This design comes from an exercise in tuning for small area, a short achievable clock period and few clock cycles per item on the open sky130 flow, not from production work.
Where RTL was checked, it was by simulation tests only, not by an equivalence proof against the original.
No activity file was given, so power comes from the tool's default toggle rates.

== run 1 ==
Design ioc_audio_enc, start of the top module:
module ioc_audio_enc (
    input  wire        clk,
    input  wire        rst,
    input  wire [1:0]  cfg_coding,
    input  wire        cfg_word_sel,
    input  wire [63:0] now_us,
    input  wire        in_valid,
    output wire        in_ready,
    input  wire [63:0] in_frame,
    output reg         out_valid,
    input  wire        out_ready,
    output reg  [7:0]  out_data,
    output reg         out_last,
    output reg  [31:0] bad_cnt
);
clock: 9.0 ns
lec_check: 0
cap_margin: 20
core_margin: 2
core_utilization: 55
cts_buf_list: sky130_fd_sc_hd__clkbuf_4 sky130_fd_sc_hd__clkbuf_8
cts_cluster_size: 16
place_density: 0.65
slew_margin: 20
standard.sh (not shown) runs the stock make flow with config.mk's settings and CLKGATE_MAP_FILE= SYNTH_SCRIPT=/design/flow/synth_recipe.tcl, a recipe that flattens the netlist after the stock synthesis.
==> flow/flow/run.sh <==
#!/bin/bash
set -euo pipefail
bash standard.sh synth > step_synth.log 2>&1
export SETUP_SLACK_MARGIN=6
export POST_GLOBAL_PLACE_TCL="$PWD/flow/port_bufs.tcl"
bash standard.sh finish > step_layout.log 2>&1
==> flow/flow/port_bufs.tcl <==
# POST_GLOBAL_PLACE hook: buffer_ports gives every port a clkdlybuf4s50_1
# (a delay cell). Swap those port buffers for plain buf_1 cells; the resize
# and repair steps that follow size them as the loads need.
set n 0
foreach inst [[ord::get_db_block] getInsts] {
  if {[[$inst getMaster] getName] eq "sky130_fd_sc_hd__clkdlybuf4s50_1"
      && [regexp {^(input|output)[0-9]+$} [$inst getName]]} {
    replace_cell [$inst getName] sky130_fd_sc_hd__buf_1
    incr n
  }
}
puts "port_bufs.tcl: $n port buffers now sky130_fd_sc_hd__buf_1"
Run 1 | stages: all done | timing, DRC, antenna: all pass
Testbench counts of run 1, summed over its fixed seeds: cycles 45,984, blocks 96.
Modified inputs, run 2 compared to run 1
-- flow/config.mk --
<<< run 1, line 9
export CORE_MARGIN = 2
export CORE_UTILIZATION = 55
export CTS_BUF_LIST = sky130_fd_sc_hd__clkbuf_4 sky130_fd_sc_hd__clkbuf_8
export CTS_CLUSTER_SIZE = 16
export PLACE_DENSITY = 0.65
export SLEW_MARGIN = 20
>>> run 2, line 9
export CORE_MARGIN = 2
export CORE_UTILIZATION = 55
export CTS_BUF_LIST = sky130_fd_sc_hd__clkbuf_16
export CTS_CLUSTER_DIAMETER = 150
export CTS_CLUSTER_SIZE = 24
export PLACE_DENSITY = 0.65
export SLEW_MARGIN = 20
==> comparison <==
- Run 2 has completed all stages; timing, DRC and antenna checks passed.
- Wire length down about 3.5% in run 2 wrt run 1
- Run 1 → run 2: power has decreased, synthesized area has remained practically unchanged, area of all placed cells without fillers has decreased.
[inputs] run 3 vs run 2
-- flow/config.mk --
<<< run 2, line 6
export NUM_CORES = 4
export LEC_CHECK = 0
export CAP_MARGIN = 20
export CORE_MARGIN = 2
>>> run 3, line 6
export NUM_CORES = 4
export LEC_CHECK = 0
export ABC_AREA = 1
export CAP_MARGIN = 20
export CORE_MARGIN = 2
Notes after the runs:
- Looking at synthesized cell count across run 3 and run 2, the one that comes out lower is run 2.
- Looking at end point of the critical path, the bad_cnt[22]$_SDFF_PP0_ result is from run 3; the out_data[7]$_DFFE_PP_ one comes from run 2.
- Looking at start point of the critical path, the d[0][11]$_DFFE_PN_ result is from run 2; the in_frame[53] one comes from run 3.
- [compare] base=run 2 new=run 3: area used by multi-input combinational logic fell 9.5%; worst-case setup slack after placement fell 1710 ps; worst reg2reg path depth rose 13; final worst setup slack fell 470 ps.


== run C ==
Another version of the RTL of ioc_audio_enc (not shown whole).
Size in the first run: roughly 720 flip-flops, roughly 180 I/O pins, roughly 0.030 sq mm of cells after synthesis.
Settings: LEC_CHECK=0, CAP_MARGIN=20, CORE_MARGIN=2, CORE_UTILIZATION=55, CTS_BUF_LIST=sky130_fd_sc_hd__clkbuf_8, CTS_CLUSTER_DIAMETER=150, CTS_CLUSTER_SIZE=16, PLACE_DENSITY=0.65, SLEW_MARGIN=20; clock period 9.0 ns.
Scripts as last shown in full above: flow/flow/run.sh, flow/flow/port_bufs.tcl
Testbench counts of run C, summed over its fixed seeds: cycles 45,984, blocks 96.
The following lists how run E was set up differently from run C:
- swapping 16 for 24 in CTS_CLUSTER_SIZE
- swapping 55 for 62 in CORE_UTILIZATION
- swapping 0.65 for 0.7 in PLACE_DENSITY
- swapping sky130_fd_sc_hd__clkbuf_8 for sky130_fd_sc_hd__clkbuf_16 in CTS_BUF_LIST
## What came out
Taking run C as the reference, in run E shortest period the worst path allows now smaller, maximum frequency climbed 2.2%, cell area after layout down about 1.5%. Re clock buffer count in the final layout: run C and run E aren't equal, and the higher value belongs to run C.


== xenon ==
ioc_audio_enc, a different RTL version from the one above (not shown whole).
Size in the first run: ~2200 cells after synthesis, ~720 flip-flops, roughly 180 I/O pins, ~30000 µm² of cells after synthesis.
==> flow/design.v (excerpt) <==
module ioc_audio_enc (
    input  wire        clk,
    input  wire        rst,
    input  wire [1:0]  cfg_coding,
    input  wire        cfg_word_sel,
    input  wire [63:0] now_us,
    input  wire        in_valid,
    output wire        in_ready,
    input  wire [63:0] in_frame,
    output reg         out_valid,
    input  wire        out_ready,
    output reg  [7:0]  out_data,
    output reg         out_last,
    output reg  [31:0] bad_cnt
);
    localparam [1:0] C_PCM = 2'd0, C_U8 = 2'd1, C_U10 = 2'd2;
    localparam integer N = 31;
    reg rst_r;
    reg is_pcm, is_u8, is_u10, wsel_r;
    reg [1:0] coding;
    always @(posedge clk) begin
        rst_r  <= rst;
        coding <= cfg_coding;
        is_pcm <= (cfg_coding == C_PCM);
        is_u8  <= (cfg_coding == C_U8);
        is_u10 <= (cfg_coding == C_U10);
        wsel_r <= cfg_word_sel;
    end
    wire srst = rst_r;
    reg  [23:0] ir_raw;
    reg         ir_v, ir_last;
    reg  [8:0]  iidx;         
    reg  [63:0] ts;
    reg         ts_v;
    reg         in_ready_r;
    assign in_ready = in_ready_r;
    wire in_fire = in_valid & in_ready_r;
    wire [31:0] word = wsel_r ? in_frame[63:32] : in_frame[31:0];
  ...
==> flow/config.mk <==
export PLATFORM = sky130hd
export DESIGN_NAME = ioc_audio_enc
export DESIGN_NICKNAME = ioc_audio_enc
export VERILOG_FILES = /design/flow/design.v
export SDC_FILE = /design/flow/constraint.sdc
export NUM_CORES = 4
export LEC_CHECK = 0
export CAP_MARGIN = 20
export CORE_MARGIN = 2
export CORE_UTILIZATION = 40
export PLACE_DENSITY = 0.6
export SLEW_MARGIN = 20
==> flow/constraint.sdc <==
create_clock -name core_clock -period 9.0 [get_ports {clk}]
set_input_delay 1.8000 -clock core_clock [delete_from_list [all_inputs] [get_ports {clk}]]
set_output_delay 1.8000 -clock core_clock [all_outputs]
set_load 0.01 [all_outputs]
==> flow/flow/run.sh <==
#!/bin/bash
set -euo pipefail
bash standard.sh synth > step_synth.log 2>&1
export SETUP_SLACK_MARGIN=6
export DONT_USE_CELLS="sky130_fd_sc_hd__clkdlybuf4s15_1 sky130_fd_sc_hd__clkdlybuf4s15_2 sky130_fd_sc_hd__clkdlybuf4s18_1 sky130_fd_sc_hd__clkdlybuf4s18_2 sky130_fd_sc_hd__clkdlybuf4s25_1 sky130_fd_sc_hd__clkdlybuf4s25_2 sky130_fd_sc_hd__clkdlybuf4s50_1 sky130_fd_sc_hd__clkdlybuf4s50_2 sky130_fd_sc_hd__dlygate4sd1_1 sky130_fd_sc_hd__dlygate4sd2_1 sky130_fd_sc_hd__dlygate4sd3_1 sky130_fd_sc_hd__dlymetal6s2s_1 sky130_fd_sc_hd__dlymetal6s4s_1 sky130_fd_sc_hd__dlymetal6s6s_1"
bash standard.sh finish > step_layout.log 2>&1
Input-level comparison between willow and xenon:
==> flow/flow/run.sh <==
#!/bin/bash
set -euo pipefail
bash standard.sh synth > step_synth.log 2>&1
export SETUP_SLACK_MARGIN=6
export POST_GLOBAL_PLACE_TCL="$PWD/flow/port_bufs.tcl"
bash standard.sh finish > step_layout.log 2>&1
==> flow/flow/port_bufs.tcl (new file) <==
# POST_GLOBAL_PLACE hook: buffer_ports gives every port a clkdlybuf4s50_1
# (a delay cell). Swap those port buffers for plain buf_1 cells; the resize
# and repair steps that follow size them as the loads need.
set n 0
foreach inst [[ord::get_db_block] getInsts] {
  if {[[$inst getMaster] getName] eq "sky130_fd_sc_hd__clkdlybuf4s50_1"
      && [regexp {^(input|output)[0-9]+$} [$inst getName]]} {
    replace_cell [$inst getName] sky130_fd_sc_hd__buf_1
    incr n
  }
}
puts "port_bufs.tcl: $n port buffers now sky130_fd_sc_hd__buf_1"
- In willow, clock network power share is lower than in xenon.
- Detailed route wirelength on metal2 came out lower on willow than on xenon.
- Any difference in number of instances in the synthesized netlist between xenon and willow is small enough to ignore.
- Global-route met3 utilization: willow vs xenon, no meaningful difference
- On number of combinational gates with multiple inputs, xenon tracks willow almost exactly.
- Of willow and xenon, xenon shows the lower sequential share of layout area, with willow above it.
- Per the comparison of willow with xenon, critical path depth grew by 1; total length of routed wires shrank by 400 µm; design area shrank by 1000 µm².
No run of this note included a check of the RTL's function; only the layout flow was run.


ioc_audio_enc with an RTL version that a note above also has.
For scale: ~2200 cells after synthesis, roughly 710 flip-flops, about 180 I/O pins.
clock: 9.0 ns
lec_check: 0
cap_margin: 20
core_margin: 2
core_utilization: 40
place_density: 0.6
slew_margin: 20
==> flow/flow/run.sh <==
#!/bin/bash
set -euo pipefail
bash standard.sh synth > step_synth.log 2>&1
export SETUP_SLACK_MARGIN=6.5
export POST_GLOBAL_PLACE_TCL="$PWD/flow/port_bufs.tcl"
bash standard.sh finish > step_layout.log 2>&1
==> flow/flow/port_bufs.tcl <==
# POST_GLOBAL_PLACE hook: buffer_ports gives every port a clkdlybuf4s50_1
# (a delay cell). Swap those port buffers for plain buf_1 cells; the resize
# and repair steps that follow size them as the loads need.
set n 0
foreach inst [[ord::get_db_block] getInsts] {
  if {[[$inst getMaster] getName] eq "sky130_fd_sc_hd__clkdlybuf4s50_1"
      && [regexp {^(input|output)[0-9]+$} [$inst getName]]} {
    replace_cell [$inst getName] sky130_fd_sc_hd__buf_1
    incr n
  }
}
puts "port_bufs.tcl: $n port buffers now sky130_fd_sc_hd__buf_1"
The first run went through all stages and came out clean.
Testbench counts at the start, summed over its fixed seeds: cycles 45,984, blocks 96.
Rerun with:
==> flow/flow/run.sh (replaced) <==
#!/bin/bash
set -euo pipefail
bash standard.sh synth > step_synth.log 2>&1
export SETUP_SLACK_MARGIN=6
export POST_GLOBAL_PLACE_TCL="$PWD/flow/port_bufs.tcl"
bash standard.sh finish > step_layout.log 2>&1
Result: Synthesized area does not change. Setup slack is worse by 0.12 ns. Core utilization falls by 3.3 points. Non-clock buffer count drops by 126. Sequential power is about the same.

[afterwards: timing with drivers on the ports]
No port has a modelled driver above. Below, the same layouts with a new extraction and two added sets of constraints. Step 1 (the two cells are an assumption about what drives the block):
set clk [get_ports {clk}]
set_driving_cell -lib_cell sky130_fd_sc_hd__clkbuf_16 $clk
set_driving_cell -lib_cell sky130_fd_sc_hd__buf_2 [delete_from_list [all_inputs] $clk]
Step 2 also shifts input and output timing later by t, the mid clock arrival at the registers, as if the neighbouring blocks saw the same clock. Three values: ideal, step 1, step 2; two values: the first two.
run	t, ns	setup slack, ns	hold slack, ns	latest minus earliest clock arrival (ns)
run 1	0.732	5.783 / 5.783 / 5.442	0.407 / 0.407 / 0.407	0.040 / 0.040
run 2	0.625	5.743 / 5.743 / 5.532	0.417 / 0.417 / 0.417	0.023 / 0.022
run 3	0.617	5.269 / 5.302 / 4.684	0.418 / 0.418 / 0.418	0.035 / 0.035
run C	0.728	5.927 / 5.870 / 5.398	0.375 / 0.375 / 0.375	0.087 / 0.086
run E	0.637	5.994 / 5.935 / 5.431	0.416 / 0.416 / 0.416	0.025 / 0.025
xenon	0.677	5.601 / 5.601 / 5.393	0.404 / 0.404 / 0.404	0.037 / 0.036
willow	0.672	5.527 / 5.527 / 5.348	0.402 / 0.402 / 0.402	0.033 / 0.033
the first run of note 4	0.665	5.795 / 5.795 / 5.551	0.394 / 0.394 / 0.394	0.031 / 0.031
the second run of note 4	0.660	5.674 / 5.674 / 5.503	0.401 / 0.401 / 0.401	0.024 / 0.024
After both steps every run listed still meets setup and hold. For run 3, which loses most, drivers alone change the setup slack by +0.033 ns; drivers and shift together by -0.585 ns.
